Source: an optimization exercise on an open RTL-to-GDS flow (aim: small area, a short achievable clock period and few clock cycles). Production flows keep margins and buffers that such runs may drop. Function was checked by simulation only, so behaviour that the tests miss may differ from the original.

--- flow/config.mk ---
export PLATFORM = sky130hd
export DESIGN_NAME = ptvr_rast
export DESIGN_NICKNAME = ptvr_rast
export VERILOG_FILES = /design/flow/design.v
export SDC_FILE = /design/flow/constraint.sdc
export NUM_CORES = 4
export LEC_CHECK = 0
export CAP_MARGIN = 20
export CORE_MARGIN = 2
export CORE_UTILIZATION = 40
export SLEW_MARGIN = 20
--- flow/constraint.sdc ---
create_clock -name core_clock -period 30.0 [get_ports {clk}]
set_input_delay 6.0000 -clock core_clock [delete_from_list [all_inputs] [get_ports {clk}]]
set_output_delay 6.0000 -clock core_clock [all_outputs]
set_load 0.01 [all_outputs]
--- flow/design.v ---
module ptvr_fadd (
    input  wire        clk,
    input  wire [31:0] a,
    input  wire [31:0] b,
    output reg  [31:0] y
);
    wire       a_nan = (a[30:23] == 8'hFF) && (a[22:0] != 0);
    wire       b_nan = (b[30:23] == 8'hFF) && (b[22:0] != 0);
    wire       a_inf = (a[30:23] == 8'hFF) && (a[22:0] == 0);
    wire       b_inf = (b[30:23] == 8'hFF) && (b[22:0] == 0);
    wire        swap = a[30:0] < b[30:0];
    wire [31:0] big  = swap ? b : a;
    wire [31:0] sml  = swap ? a : b;
    wire [7:0]  eb   = (big[30:23] == 0) ? 8'd1 : big[30:23];
    wire [7:0]  es   = (sml[30:23] == 0) ? 8'd1 : sml[30:23];
    wire [23:0] mb   = {big[30:23] != 0, big[22:0]};
    wire [23:0] ms   = {sml[30:23] != 0, sml[22:0]};
    wire [7:0]  d    = eb - es;
    reg  [26:0] x;
    reg         st;
    integer     k;
    always @(*) begin
        x  = {ms, 3'b000};
        st = 1'b0;
        for (k = 0; k < 5; k = k + 1) begin
            if (d[k]) begin
                st = st | |(x & ((27'd1 << (1 << k)) - 27'd1));
                x  = x >> (1 << k);
            end
        end
    end
    wire [26:0] ms_sh = (d[7:5] != 3'd0) ? {26'd0, |ms} : {x[26:1], x[0] | st};
    reg  [23:0] p_mb;
    reg  [26:0] p_ms;
    reg  [7:0]  p_eb;
    reg         p_sg, p_sub, p_sp, p_spn, p_sps;
    always @(posedge clk) begin
        p_mb  <= mb;
        p_ms  <= ms_sh;
        p_eb  <= eb;
        p_sg  <= big[31];
        p_sub <= big[31] ^ sml[31];
        p_sp  <= a_nan || b_nan || a_inf || b_inf;
        p_spn <= a_nan || b_nan || (a_inf && b_inf && (a[31] != b[31]));
        p_sps <= a_inf ? a[31] : b[31];
    end
    reg [27:0] sum;
    reg [26:0] m27;
    reg [9:0]  e;
    reg [4:0]  lz;
    reg [4:0]  sh;
    reg        inc;
    reg [24:0] m24;
    reg [9:0]  ef;
    integer    i;
    always @(*) begin
        sum = 28'd0;
        m27 = 27'd0;
        e   = 10'd0;
        lz  = 5'd0;
        sh  = 5'd0;
        if (!p_sub) begin
            sum = {1'b0, p_mb, 3'b000} + {1'b0, p_ms};
            if (sum[27]) begin
                m27 = {sum[27:2], sum[1] | sum[0]};
                e   = {2'b00, p_eb} + 10'd1;
            end else begin
                m27 = sum[26:0];
                e   = {2'b00, p_eb};
            end
        end else begin
            sum = {1'b0, p_mb, 3'b000} - {1'b0, p_ms};
            lz = 5'd27;
            for (i = 0; i < 27; i = i + 1)
                if (sum[i]) lz = 5'd26 - i[4:0];
            sh = ({3'b000, lz} > (p_eb - 8'd1)) ? (p_eb[4:0] - 5'd1) : lz;
            m27 = sum[26:0] << sh;
            e   = {2'b00, p_eb} - {5'd0, sh};
        end
        inc = m27[2] & (m27[1] | m27[0] | m27[3]);
        m24 = {1'b0, m27[26:3]} + {24'd0, inc};
        if (m24[24]) ef = e + 10'd1;
        else if (!m24[23]) ef = 10'd0;
        else ef = e;
        if (p_sp)
            y = p_spn ? 32'h7FC00000 : {p_sps, 8'hFF, 23'd0};
        else if (ef >= 10'd255)
            y = {p_sg, 8'hFF, 23'd0};
        else if (m24 == 25'd0)
            y = {(p_sub ? 1'b0 : p_sg), 31'd0};
        else
            y = {p_sg, ef[7:0], m24[24] ? m24[23:1] : m24[22:0]};
    end
endmodule
module ptvr_fdiv #(parameter DB = 2) (
    input  wire        clk,
    input  wire        rst,
    input  wire        ld_b,
    input  wire        ld_a,
    input  wire [31:0] v,
    output wire        rdy,
    output reg  [31:0] y
);
    localparam NIT = (26 + DB - 1) / DB;
    localparam QW  = NIT * DB;
    localparam [2:0] D_DONE = 3'd0, D_NORM = 3'd1, D_ALGN = 3'd2, D_ITER = 3'd3, D_DEN = 3'd4;
    wire v_nan  = (v[30:23] == 8'hFF) && (v[22:0] != 0);
    wire v_inf  = (v[30:23] == 8'hFF) && (v[22:0] == 0);
    wire v_zero = (v[30:0] == 0);
    reg  [2:0]  ds;
    reg  [24:0] rem;
    reg  [23:0] dvs;
    reg  [QW:0] q;           
    reg  [3:0]  cnt;
    reg  signed [10:0] qe;
    reg  [7:0]  be;
    reg         bs, b_nan, b_inf, b_zero;
    reg         qs;
    reg  [1:0]  spk;         
    assign rdy = (ds == D_DONE);
    reg  [24:0] r_n;
    reg  [QW-1:0] q_n;
    integer j;
    always @(*) begin
        r_n = rem;
        q_n = q[QW-1:0];
        for (j = 0; j < DB; j = j + 1) begin
            if (r_n >= {1'b0, dvs}) begin
                r_n = (r_n - {1'b0, dvs}) << 1;
                q_n = {q_n[QW-2:0], 1'b1};
            end else begin
                r_n = r_n << 1;
                q_n = {q_n[QW-2:0], 1'b0};
            end
        end
    end
    wire rem_lt = rem < {1'b0, dvs};
    localparam EX = QW - 26;
    wire [QW-1:0] q_top = q_n >> EX;
    wire [QW-1:0] q_exm = (({{(QW-1){1'b0}}, 1'b1}) << EX) - 1;
    wire [26:0]   m27_n = {q_top[25:0], (|(q_n & q_exm)) | (r_n != 25'd0)};
    wire [26:0] m27 = q[26:0];
    wire        inc = m27[2] & (m27[1] | m27[0] | m27[3]);
    wire [24:0] m24 = {1'b0, m27[26:3]} + {24'd0, inc};
    reg  signed [10:0] ef;
    always @(*) begin
        ef = qe;
        if (m24[24]) ef = qe + 11'sd1;
        else if (!m24[23]) ef = 11'sd0;
        case (spk)
        2'd1:    y = 32'h7FC00000;
        2'd2:    y = {qs, 8'hFF, 23'd0};
        2'd3:    y = {qs, 31'd0};
        default: begin
            if (ef >= 11'sd255) y = {qs, 8'hFF, 23'd0};
            else y = {qs, ef[7:0], m24[24] ? m24[23:1] : m24[22:0]};
        end
        endcase
    end
    always @(posedge clk) begin
        if (rst) begin
            ds <= D_DONE;
        end else begin
            if (ld_b) begin
                dvs    <= {v[30:23] != 0, v[22:0]};
                be     <= (v[30:23] == 0) ? 8'd1 : v[30:23];
                bs     <= v[31];
                b_nan  <= v_nan;
                b_inf  <= v_inf;
                b_zero <= v_zero;
            end
            if (ld_a) begin
                rem <= {1'b0, v[30:23] != 0, v[22:0]};
                qe  <= $signed({3'b000, (v[30:23] == 0) ? 8'd1 : v[30:23]}) - $signed({3'b000, be}) + 11'sd127;
                qs  <= v[31] ^ bs;
                q   <= {(QW+1){1'b0}};
                cnt <= 4'd0;
                ds  <= D_DONE;
                if (b_zero) begin
                    spk <= 2'd3;
                    qs  <= 1'b0;
                end else if (v_nan || b_nan || (v_inf && b_inf)) spk <= 2'd1;
                else if (v_inf) spk <= 2'd2;
                else if (v_zero || b_inf) spk <= 2'd3;
                else begin
                    spk <= 2'd0;
                    ds  <= D_NORM;
                end
            end else begin
                case (ds)
                D_NORM: begin
                    if (!rem[23]) begin
                        rem <= rem << 1;
                    end
                    if (!dvs[23]) begin
                        dvs <= dvs << 1;
                    end
                    qe <= qe - {10'd0, !rem[23]} + {10'd0, !dvs[23]};
                    if (rem[23] && dvs[23]) ds <= D_ALGN;
                end
                D_ALGN: begin
                    if (rem_lt) begin
                        rem <= rem << 1;
                        qe  <= qe - 11'sd1;
                    end
                    ds <= D_ITER;
                end
                D_ITER: begin
                    rem <= r_n;
                    cnt <= cnt + 4'd1;
                    if (cnt == NIT - 1) begin
                        q  <= m27_n;
                        ds <= D_DEN;
                    end else begin
                        q  <= {1'b0, q_n};
                    end
                end
                D_DEN: begin
                    if (qe < -11'sd30) begin
                        q  <= {{QW{1'b0}}, 1'b1};
                        qe <= 11'sd1;
                        ds <= D_DONE;
                    end else if (qe < 11'sd1) begin
                        q  <= (q >> 1) | {{QW{1'b0}}, q[0]};
                        qe <= qe + 11'sd1;
                    end else begin
                        ds <= D_DONE;
                    end
                end
                default: ;
                endcase
            end
        end
    end
endmodule
module ptvr_rast (
    input  wire        clk,
    input  wire        rst,
    input  wire        host_valid,
    input  wire        host_write,
    input  wire [3:0]  host_addr,
    input  wire [31:0] host_wdata,
    output wire        host_ready,
    output reg  [31:0] host_rdata,
    output reg         mem_valid,
    output reg         mem_write,
    output reg  [31:0] mem_addr,
    output reg  [31:0] mem_wdata,
    input  wire        mem_ready,
    input  wire [31:0] mem_rdata
);
    localparam VTX_MAX = 16;
    localparam A_CMD = 4'd0, A_STATUS = 4'd1, A_FB = 4'd2, A_COLOR = 4'd3,
               A_ARG0 = 4'd4, A_ARG1 = 4'd5, A_ARG2 = 4'd6, A_NVERT = 4'd7,
               A_GW = 4'd8, A_GH = 4'd9, A_GS = 4'd10, A_CAP = 4'd11;
    localparam [3:0] G_IDLE  = 4'd0,
                     G_FIND  = 4'd1,
                     G_INIT  = 4'd2,
                     G_N1    = 4'd3,
                     G_N2    = 4'd4,
                     G_N3    = 4'd5,
                     G_BAND  = 4'd6,
                     G_ROW1  = 4'd7,
                     G_ROW2  = 4'd8,
                     G_ADV   = 4'd9,
                     G_DSPAN = 4'd10,
                     G_DONE  = 4'd11;
    function is_nan(input [31:0] v);
        is_nan = (v[30:23] == 8'hFF) && (v[22:0] != 0);
    endfunction
    function [31:0] fkey(input [31:0] v);
        fkey = v[31] ? ~v : {1'b1, v[30:0]};
    endfunction
    function f_lt(input [31:0] p, input [31:0] q);
        if (is_nan(p) || is_nan(q)) f_lt = 1'b0;
        else if (p[30:0] == 0 && q[30:0] == 0) f_lt = 1'b0;
        else f_lt = fkey(p) < fkey(q);
    endfunction
    function f_le(input [31:0] p, input [31:0] q);
        if (is_nan(p) || is_nan(q)) f_le = 1'b0;
        else if (p[30:0] == 0 && q[30:0] == 0) f_le = 1'b1;
        else f_le = fkey(p) <= fkey(q);
    endfunction
    function [31:0] ceil_i32(input [31:0] v);
        reg [30:0] mag;
        reg        frac;
        reg [23:0] fm;
        begin
            mag = 31'd0;
            frac = 1'b0;
            fm = 24'd0;
            if (is_nan(v)) ceil_i32 = 32'd0;
            else if (v[30:23] >= 8'd158) ceil_i32 = v[31] ? 32'h80000000 : 32'h7FFFFFFF;
            else if (v[30:0] == 0) ceil_i32 = 32'd0;
            else if (v[30:23] < 8'd127) ceil_i32 = v[31] ? 32'd0 : 32'd1;
            else begin
                if (v[30:23] >= 8'd150) begin
                    mag = {7'd0, 1'b1, v[22:0]} << (v[30:23] - 8'd150);
                end else begin
                    mag = {7'd0, 1'b1, v[22:0]} >> (8'd150 - v[30:23]);
                    fm = (24'd1 << (8'd150 - v[30:23])) - 24'd1;
                    frac = |(v[22:0] & fm[22:0]);
                end
                if (v[31]) ceil_i32 = -{1'b0, mag};
                else ceil_i32 = {1'b0, mag} + {31'd0, frac};
            end
        end
    endfunction
    function [9:0] rnd_x(input [31:0] v);
        reg [9:0]  f2;        
        reg [10:0] h;
        begin
            f2 = 10'd0;
            h  = 11'd0;
            if (is_nan(v)) rnd_x = 10'd0;
            else if (v[31]) begin
                if (v[30:23] >= 8'd128 || (v[30:23] == 8'd127 && v[22])) rnd_x = 10'h3FF;
                else rnd_x = 10'd0;
            end else if (v[30:23] >= 8'd136) rnd_x = 10'd400;
            else begin
                if (v[30:23] >= 8'd126)
                    f2 = {1'b1, v[22:14]} >> (8'd135 - v[30:23]);
                h = {1'b0, f2} + 11'd1;
                rnd_x = (h[10:1] >= 10'd400) ? 10'd400 : h[10:1];
            end
        end
    endfunction
    function [9:0] clamp_x(input [31:0] v);
        if (v[31]) clamp_x = 10'h3FF;
        else if (v >= 32'd400) clamp_x = 10'd400;
        else clamp_x = {1'b0, v[8:0]};
    endfunction
    reg [31:0] fb_base;
    reg [31:0] color;
    reg [31:0] arg0, arg1, arg2;
    reg        pvalid;
    reg [4:0]  nvert;
    reg [31:0] vx [0:VTX_MAX-1];
    reg [31:0] vy [0:VTX_MAX-1];
    reg [3:0]  gs;
    reg        busy;
    reg [3:0]  idx;
    reg [3:0]  top, bot;
    reg [3:0]  cl, cln, cr, crn;
    reg [31:0] xl, xr, sl, sr;
    reg [31:0] nx;            
    reg [31:0] yln, yrn;      
    reg signed [31:0] yrow, yend;
    reg        side;          
    reg        last;          
    reg [1:0]  ini;           
    assign host_ready = !busy;
    always @(*) begin
        case (host_addr)
            A_STATUS: host_rdata = {31'd0, pvalid};
            A_FB:     host_rdata = fb_base;
            A_COLOR:  host_rdata = color;
            A_ARG0:   host_rdata = arg0;
            A_ARG1:   host_rdata = arg1;
            A_ARG2:   host_rdata = arg2;
            A_NVERT:  host_rdata = {27'd0, nvert};
            A_GW:     host_rdata = 32'd400;
            A_GH:     host_rdata = 32'd240;
            A_GS:     host_rdata = 32'd52;
            A_CAP:    host_rdata = VTX_MAX;
            default:  host_rdata = 32'd0;
        endcase
    end
    wire [3:0] nvm1   = nvert[3:0] - 4'd1;    
    wire [3:0] cln_nx = (cln == nvm1) ? 4'd0 : cln + 4'd1;
    wire [3:0] crn_nx = (crn == 4'd0) ? nvm1 : crn - 4'd1;
    wire [3:0] np     = side ? crn : cln;          
    wire [3:0] nq     = side ? crn_nx : cln_nx;    
    reg  [3:0] rd_idx;
    always @(*) begin
        case (gs)
            G_FIND:  rd_idx = idx;
            G_N1:    rd_idx = np;
            default: rd_idx = nq;
        endcase
    end
    wire [31:0] rvx = vx[rd_idx];
    wire [31:0] rvy = vy[rd_idx];
    localparam [1:0] T_NONE = 2'd0, T_XL = 2'd1, T_XR = 2'd2, T_DIV = 2'd3;
    reg  [31:0] add_a, add_b;
    reg  [1:0]  add_t;        
    reg  [1:0]  p_t;          
    reg         p_b;          
    wire [31:0] add_y;
    ptvr_fadd u_fadd (.clk(clk), .a(add_a), .b(add_b), .y(add_y));
    wire row_in  = (yrow < yend);
    wire row_vis = (yrow[31:8] == 24'd0) && (yrow[7:0] < 8'd240);
    always @(*) begin
        add_t = T_NONE;
        case (gs)
            G_N2:    begin add_a = rvy; add_b = (side ? yrn : yln) ^ 32'h80000000; add_t = T_DIV; end
            G_N3:    begin add_a = rvx; add_b = nx ^ 32'h80000000; add_t = T_DIV; end
            G_ROW1:  begin add_a = xl;  add_b = sl;
                           if (row_in && !(row_vis && q_v)) add_t = T_XL; end
            default: begin add_a = xr;  add_b = sr; if (gs == G_ROW2) add_t = T_XR; end
        endcase
    end
    always @(posedge clk) begin
        if (rst) begin
            p_t <= T_NONE;
            p_b <= 1'b0;
        end else begin
            p_t <= add_t;
            p_b <= (gs == G_N2);
        end
    end
    wire        div_rdy;
    wire [31:0] div_y;
    ptvr_fdiv #(.DB(2)) u_fdiv (.clk(clk), .rst(rst),
                                .ld_b(p_t == T_DIV && p_b), .ld_a(p_t == T_DIV && !p_b),
                                .v(add_y), .rdy(div_rdy), .y(div_y));
    reg         q_v;
    reg [7:0]   q_y;
    reg [3:0]   q_k;       
    reg [3:0]   q_n;       
    reg [4:0]   q_lo;      
    reg [4:0]   q_hm1;     
    wire        fillsp = (gs != G_DSPAN);
    wire [31:0] sp_y   = fillsp ? yrow : arg0;
    wire [9:0]  sp_c1  = fillsp ? rnd_x(xl) : clamp_x(arg1);
    wire [9:0]  sp_c2  = fillsp ? rnd_x(xr) : clamp_x(arg2);
    wire        sp_yok = (sp_y[31:8] == 24'd0) && (sp_y[7:0] < 8'd240);
    wire [8:0]  sp_x1  = sp_c1[9] ? 9'd0 : sp_c1[8:0];
    wire [8:0]  sp_x2  = sp_c2[8:0];
    wire        sp_go  = sp_yok && !sp_c2[9] && !(sp_c1 >= 10'd400 && !sp_c1[9]) && (sp_x1 < sp_x2);
    wire [8:0]  sp_x2m1 = sp_x2 - 9'd1;
    wire        push = (gs == G_ROW2) || (gs == G_DSPAN);
    reg  [3:0]  w_n;       
    reg  [4:0]  w_lo;
    reg  [4:0]  w_hm1;
    function [31:0] mk_mask(input [4:0] lo, input [4:0] hm1);
        reg [31:0] ml;
        begin
            ml = (32'hFFFFFFFF >> lo) & (32'hFFFFFFFF << (5'd31 - hm1));
            mk_mask = {ml[7:0], ml[15:8], ml[23:16], ml[31:24]};
        end
    endfunction
    wire [31:0] cur_mask = mk_mask(w_lo, (w_n == 4'd0) ? w_hm1 : 5'd31);
    wire        w_last   = (w_n == 4'd0);
    wire        w_end    = mem_valid && mem_write && mem_ready && w_last;
    wire        w_load   = q_v && (!mem_valid || w_end);
    wire        q_full0  = (q_lo == 5'd0) && (q_n != 4'd0 || q_hm1 == 5'd31);
    wire        n_full   = (w_n != 4'd1) || (w_hm1 == 5'd31);
    wire [13:0] q_r52    = {1'b0, q_y, 5'd0} + {2'b0, q_y, 4'd0} + {4'b0, q_y, 2'd0};
    wire [31:0] q_addr   = fb_base + {18'd0, q_r52} + {26'd0, q_k, 2'b00};
    always @(posedge clk) begin
        if (rst) begin
            mem_valid <= 1'b0;
            mem_write <= 1'b0;
        end else begin
            if (w_load) begin
                mem_valid <= 1'b1;
                mem_addr  <= q_addr;
                w_n       <= q_n;
                w_lo      <= q_lo;
                w_hm1     <= q_hm1;
                mem_write <= q_full0;
                mem_wdata <= color;
            end else if (mem_valid && mem_ready) begin
                if (!mem_write) begin
                    mem_write <= 1'b1;
                    mem_wdata <= (mem_rdata & ~cur_mask) | (color & cur_mask);
                end else if (w_last) begin
                    mem_valid <= 1'b0;
                    mem_write <= 1'b0;
                end else begin
                    mem_addr  <= mem_addr + 32'd4;
                    w_n       <= w_n - 4'd1;
                    w_lo      <= 5'd0;
                    mem_write <= n_full;
                    mem_wdata <= color;
                end
            end
        end
    end
    always @(posedge clk) begin
        if (rst) begin
            q_v <= 1'b0;
        end else begin
            if (push && sp_go) begin
                q_v   <= 1'b1;
                q_y   <= sp_y[7:0];
                q_k   <= sp_x1[8:5];
                q_n   <= sp_x2m1[8:5] - sp_x1[8:5];
                q_lo  <= sp_x1[4:0];
                q_hm1 <= sp_x2m1[4:0];
            end else if (w_load) begin
                q_v <= 1'b0;
            end
        end
    end
    wire        b_le    = f_le(yln, yrn);
    wire [31:0] ceil_in = (gs == G_INIT) ? yln : (b_le ? yln : yrn);
    wire [31:0] ceil_y  = ceil_i32(ceil_in);
    always @(posedge clk) begin
        if (p_t == T_XL) xl <= add_y;
        if (p_t == T_XR) xr <= add_y;
        if (rst) begin
            gs        <= G_IDLE;
            busy      <= 1'b0;
            fb_base   <= 32'd0;
            color     <= 32'hFFFFFFFF;
            arg0      <= 32'd0;
            arg1      <= 32'd0;
            arg2      <= 32'd0;
            pvalid    <= 1'b0;
            nvert     <= 5'd0;
        end else begin
            case (gs)
            G_IDLE: begin
                if (host_valid && host_write) begin
                    case (host_addr)
                    A_FB:    fb_base <= {host_wdata[31:2], 2'b00};
                    A_COLOR: color <= host_wdata;
                    A_ARG0:  arg0 <= host_wdata;
                    A_ARG1:  arg1 <= host_wdata;
                    A_ARG2:  arg2 <= host_wdata;
                    A_CMD: begin
                        case (host_wdata)
                        32'h01: if (!pvalid && arg0 != 0 && arg0 <= VTX_MAX) begin
                            pvalid <= 1'b1;
                            nvert  <= arg0[4:0];
                        end
                        32'h02: if (pvalid && arg0 < {27'd0, nvert}) begin
                            vx[arg0[3:0]] <= arg1;
                            vy[arg0[3:0]] <= arg2;
                        end
                        32'h03: begin
                            pvalid <= 1'b0;
                            nvert  <= 5'd0;
                        end
                        32'h10: begin
                            busy <= 1'b1;
                            gs   <= G_DSPAN;
                        end
                        32'h11: if (pvalid && nvert >= 5'd3) begin
                            idx   <= 4'd0;
                            busy  <= 1'b1;
                            gs    <= G_FIND;
                        end
                        default: ;
                        endcase
                    end
                    default: ;
                    endcase
                end
            end
            G_DSPAN: gs <= G_DONE;
            G_FIND: begin
                if (idx == 4'd0) begin
                    top <= 4'd0;
                    bot <= 4'd0;
                    yln <= rvy;
                    yrn <= rvy;
                end else begin
                    if (f_lt(rvy, yln)) begin
                        top <= idx;
                        yln <= rvy;
                    end
                    if (f_lt(yrn, rvy)) begin
                        bot <= idx;
                        yrn <= rvy;
                    end
                end
                idx <= idx + 4'd1;
                if (idx == nvm1) gs <= G_INIT;
            end
            G_INIT: begin
                cl   <= top;
                cr   <= top;
                cln  <= top;
                crn  <= top;
                yrn  <= yln;
                yrow <= ceil_y;
                side <= 1'b0;
                last <= 1'b0;
                ini  <= 2'd2;
                gs   <= (top == bot) ? G_DONE : G_N1;
            end
            G_N1: begin
                nx <= rvx;
                gs <= G_N2;
            end
            G_N2: gs <= G_N3;
            G_N3: gs <= (ini != 2'd0) ? G_ADV : G_ROW1;
            G_BAND: begin
                side <= !b_le;
                yend <= ceil_y;
                if ((b_le ? cln : crn) == bot) begin
                    last <= 1'b1;
                    gs   <= G_ROW1;
                end else begin
                    gs   <= G_N1;
                end
            end
            G_ROW1: begin
                if (!row_in) gs <= G_ADV;
                else if (!(row_vis && q_v)) gs <= G_ROW2;
            end
            G_ROW2: begin
                yrow <= yrow + 1;
                gs   <= G_ROW1;
            end
            G_ADV: begin
                if (last) begin
                    gs <= G_DONE;
                end else if (div_rdy && p_t != T_DIV) begin
                    if (side) begin
                        cr  <= crn;
                        crn <= crn_nx;
                        xr  <= nx;
                        sr  <= div_y;
                        yrn <= rvy;
                    end else begin
                        cl  <= cln;
                        cln <= cln_nx;
                        xl  <= nx;
                        sl  <= div_y;
                        yln <= rvy;
                    end
                    if (ini == 2'd2) begin
                        ini  <= 2'd1;
                        side <= 1'b1;
                        gs   <= G_N1;
                    end else begin
                        ini <= 2'd0;
                        gs  <= G_BAND;
                    end
                end
            end
            G_DONE: begin
                if (!q_v && (!mem_valid || w_end)) begin
                    busy <= 1'b0;
                    gs   <= G_IDLE;
                end
            end
            default: gs <= G_IDLE;
            endcase
        end
    end
endmodule
--- flow/run.sh ---
#!/bin/bash
# synth_recipe.tcl (not shown) runs the flow's synth.tcl, then flattens the netlist and writes it again
# the make line also repeats each setting of config.mk as NAME=value (left out here)
make -C /OpenROAD-flow-scripts/flow DESIGN_CONFIG=/design/flow/config.mk WORK_HOME=/design/flow/orfs CLKGATE_MAP_FILE= SYNTH_SCRIPT=/design/flow/synth_recipe.tcl finish
==> reports/summary.txt <==
total DRC errors in the routed layout: 0
Antenna Violating Nets Remaining: 0
drt total wl: 399,000 um
slew margin rel.: 15.39%
Max Slew Vio Count: 0
data required time of the worst path: 24,000 ps
mean number of vias per cell: 6.182
average detailed-routed wire length per instance: 27.37 um
biggest area consumer among synthesized cells: sky130_fd_sc_hd__edfxtp_1
Setup WS post-layout: 14,620 ps
Cell Count, Final, Fillers Out: 14,580
startpoint kind of the worst setup timing path: input pin
max capacitance violation total: 0
highest achievable clock rate: 65.01 MHz
pin slew with the least headroom to its limit: 1261 ps
count leader, synth: sky130_fd_sc_hd__nand2_1
CP max-delay cell: sky130_fd_sc_hd__clkdlybuf4s50_1
quantity of I/O buffers inserted on ports: 169
maximum clock insertion buffer count: 3
CTS hold repair buffers: 0
total die area: 273,400 sq um
sequence of cells on the critical path: clkdlybuf4s50_1, nor2_1, and2_1, buf_4, a222oi_1, a21oi_1, clkdlybuf4s50_1
CP arrival: 9380 ps
Inst Count DP: 14,210
HPWL reported at the end of detailed placement: 279,500 um
number of inserted filler cells in the final layout: 25,090
CTS clk-pin slew, worst paths: 60 ps
post-CTS repair timing setup buffer count: 0
Worst Hold Margin: 483.9 ps
routability-driven placement congestion ratio: 1.004
Top Layer Used: met5
pre-CTS setup slack: 14,750 ps
horizontal die dimension: 522.9 um
Post-synth EDFFs: 1,480
number of resized instances in the post-cts repair step: 0
element type at the critical path end: output pin
Final Hold Viols: 0
wire length of the first global-routing pass: 579,200 um
largest net degree at the start of global routing: 163
cell type with the highest occurrence count on the critical path: sky130_fd_sc_hd__clkdlybuf4s50_1
total routing usage reported by global routing: 28.21%
count of standard-cell rows: 190
count of routing violations after the opening detailed-route iteration: 10,610
crit-path max cell delay: 740 ps
Detailed Routing Iterations Pass 1: 6
Max FO, Critical Path: 15
RSZ-0062 raised after global routing: false
number of distinct library cells after synthesis: 125
synthesized instance count: 10,960
setup slack of the most critical reg-to-reg path: 14,950 ps
clock tree root driver cell: sky130_fd_sc_hd__clkbuf_16
core area: 267,900 sq um
number of failing setup endpoints in the final timing report: 0
post-synthesis register bit count: 1,786
synthesis-to-layout area growth: 11.32%
clock buffer count from CTS: 192
sequential area share after synthesis: 46.95%
status: finished clean
Sink Count: 1,786
# IOs: 172
effective utilization at floorplan: 40.20%
share of the synthesized area in the top cell type: 41.26%
total via count in the routed design: 90,150
summed instance area of the synthesized netlist: 107,700 sq um
ranking of synthesized cells by area: sky130_fd_sc_hd__edfxtp_1 41%, sky130_fd_sc_hd__mux2i_1 6.1%, sky130_fd_sc_hd__dfxtp_1 5.7%
TritonCTS clock tree: done
count of synthesis-stage warnings from yosys: 3
wire length on met1: 166,200 um
Tcrit/Tclk final: 51.27%
top cells by count, synth: 1,604 x sky130_fd_sc_hd__nand2_1, 1,480 x sky130_fd_sc_hd__edfxtp_1, 689 x sky130_fd_sc_hd__nor2_1, 660 x sky130_fd_sc_hd__mux2i_1, 659 x sky130_fd_sc_hd__a21oi_1
share of layout cells above drive strength 1: 8.946%
DIE HEIGHT: 522.9 um
Period minus WS final: 15,380 ps
Met2 Routed Length: 178,500 um
predominant post-synthesis flop cell: sky130_fd_sc_hd__edfxtp_1
Nets: 11,350
Avg Synthesized Cell Area: 9.831 sq um
final clock skew: 84.44 ps
H-tree level count: 4
worst min-delay path category: register to register
clock insertion delay at the later pin of the skew report: 880 ps
GRT Residual Overflow: 0
Post-synth ARST share: 0%
detailed-routed wire length on met3: 34,890 um
number of global-route vias before repair: 84,800
final total negative setup slack: 0 ps
antenna violations before repair: 21
worst setup path class: input pin to output pin
==> critical path: cells and delay by family <==
family,cells,cell delay [ps]
buffers and inverters,3,1730
and+or+nand+nor,2,1100
AOI/OAI and AO/OA,2,530
==> layout by cell type (no fill, tap or decap), types with 72 or more instances in the layout <==
master and count:
sky130_fd_sc_hd__mux2i_1 659, sky130_fd_sc_hd__ha_1 398, sky130_fd_sc_hd__nand2b_1 72, sky130_fd_sc_hd__mux2_2 217, sky130_fd_sc_hd__dfxtp_1 305, sky130_fd_sc_hd__nand2_1 1601
sky130_fd_sc_hd__xnor2_1 211, sky130_fd_sc_hd__xor2_1 189, sky130_fd_sc_hd__nor3_1 184, sky130_fd_sc_hd__nor4_1 118, sky130_fd_sc_hd__and2_1 96, sky130_fd_sc_hd__nor2_1 668
sky130_fd_sc_hd__clkdlybuf4s50_1 168, sky130_fd_sc_hd__a21o_1 122, sky130_fd_sc_hd__clkbuf_16 198, sky130_fd_sc_hd__a21oi_1 657, sky130_fd_sc_hd__buf_4 235, sky130_fd_sc_hd__nand3_1 473
sky130_fd_sc_hd__a211oi_1 95, sky130_fd_sc_hd__a311oi_1 90, sky130_fd_sc_hd__a31oi_1 131, sky130_fd_sc_hd__o21ai_0 493, sky130_fd_sc_hd__a22oi_1 97, sky130_fd_sc_hd__and3_1 175
sky130_fd_sc_hd__inv_1 433, sky130_fd_sc_hd__edfxtp_1 1480, sky130_fd_sc_hd__nand4_1 146
==> area by class of cell <==
cell class / count / area, sq um / area share [%]
Clock inverter: 99 / 1091 / 0.9100
Tap cell: 3552 / 4444 / 3.707
Inverter: 446 / 1677 / 1.398
Timing Repair Buffer: 412 / 3605 / 3.007
Antenna cell: 7 / 17.52 / 0.01461
Sequential cell: 1786 / 50570 / 42.18
Multi-Input combinational cell: 8018 / 53110 / 44.30
Clock buffer: 261 / 5383 / 4.489
==> kinds of logic after synthesis <==
kind of cell             Yosys count  share of synthesized area, %
AO/OA/AOI/OAI                   2404                         14.71
XOR/XNOR                         405                         3.313
adder cells (fa/ha/maj)          424                         5.107
buffers and inverters           1152                         4.112
flip-flops                      1786                         46.95
multiplexers                     909                         9.056
other                              1                      0.003482
AND/OR/NAND/NOR                 3874                         16.74
==> layer usage <==
| metal | global-route usage, % | up-vias |
|---|---|---|
| met5 | 0 | - |
| met4 | 12.08 | 18 |
| met3 | 5.132 | 897 |
| met2 | 44.07 | 4482 |
| met1 | 38.33 | 44440 |
| li1 | - | 40310 |
==> state kept, by name, indices dropped and copies added, names as in the netlist, 32 cells and up <==
| register | count |
|---|---|
| yln | 32 |
| mem_wdata | 32 |
| yend | 32 |
| yrn | 32 |
| vx | 512 |
| sl | 32 |
| nx | 32 |
| yrow | 32 |
| arg0 | 32 |
| arg2 | 32 |
| xl | 32 |
| color | 32 |
| vy | 512 |
| xr | 32 |
| arg1 | 32 |
| sr | 32 |
==> through the flow <==
step / cell area [sq um] / utilization, %
2_1_floorplan: 107700 / -
3_3_place_gp: 113300 / 42.29
3_5_place_dp: 113400 / 42.32
4_1_cts: 119800 / 44.73
5_1_grt: 119900 / 44.75
6_report: 119900 / 44.75
==> final timing paths <==
kind                                   start             end  cells past startpoint
worst min register to register      q_hm1[1]        w_hm1[1]                      0
worst max register to register      nvert[0]  u_fadd.p_ms[0]                     42
worst min-delay path                q_hm1[1]        w_hm1[1]                      0
worst max-delay path            host_addr[1]   host_rdata[6]                      7
Testbench counts, summed over its fixed seeds: cycles 181,241.

static timing again, ports no longer ideal:
Ports are ideal in the flow. The routed layout listed here was re-timed in OpenROAD.
Step 1 assumes that a clkbuf_16 drives the clock port and a buf_2 every other input.
Step 2 also shifts input and output timing later by t, the mid clock arrival at the registers, as if the neighbouring blocks saw the same clock.
Slacks: ideal ports / drivers / drivers and shift; pairs: ideal ports / drivers.
shift t [ns]: 0.942
setup WS [ns]: 14.618 / 14.554 / 14.554
latest minus earliest clock arrival (ns): 0.087 / 0.088
worst data-port slew with drivers (ns): 0.12
cell pins on the clock port's net: 1
After both steps this run still meets setup and hold. For this run, drivers alone change the setup slack by -0.064 ns; drivers and shift together by -0.064 ns.
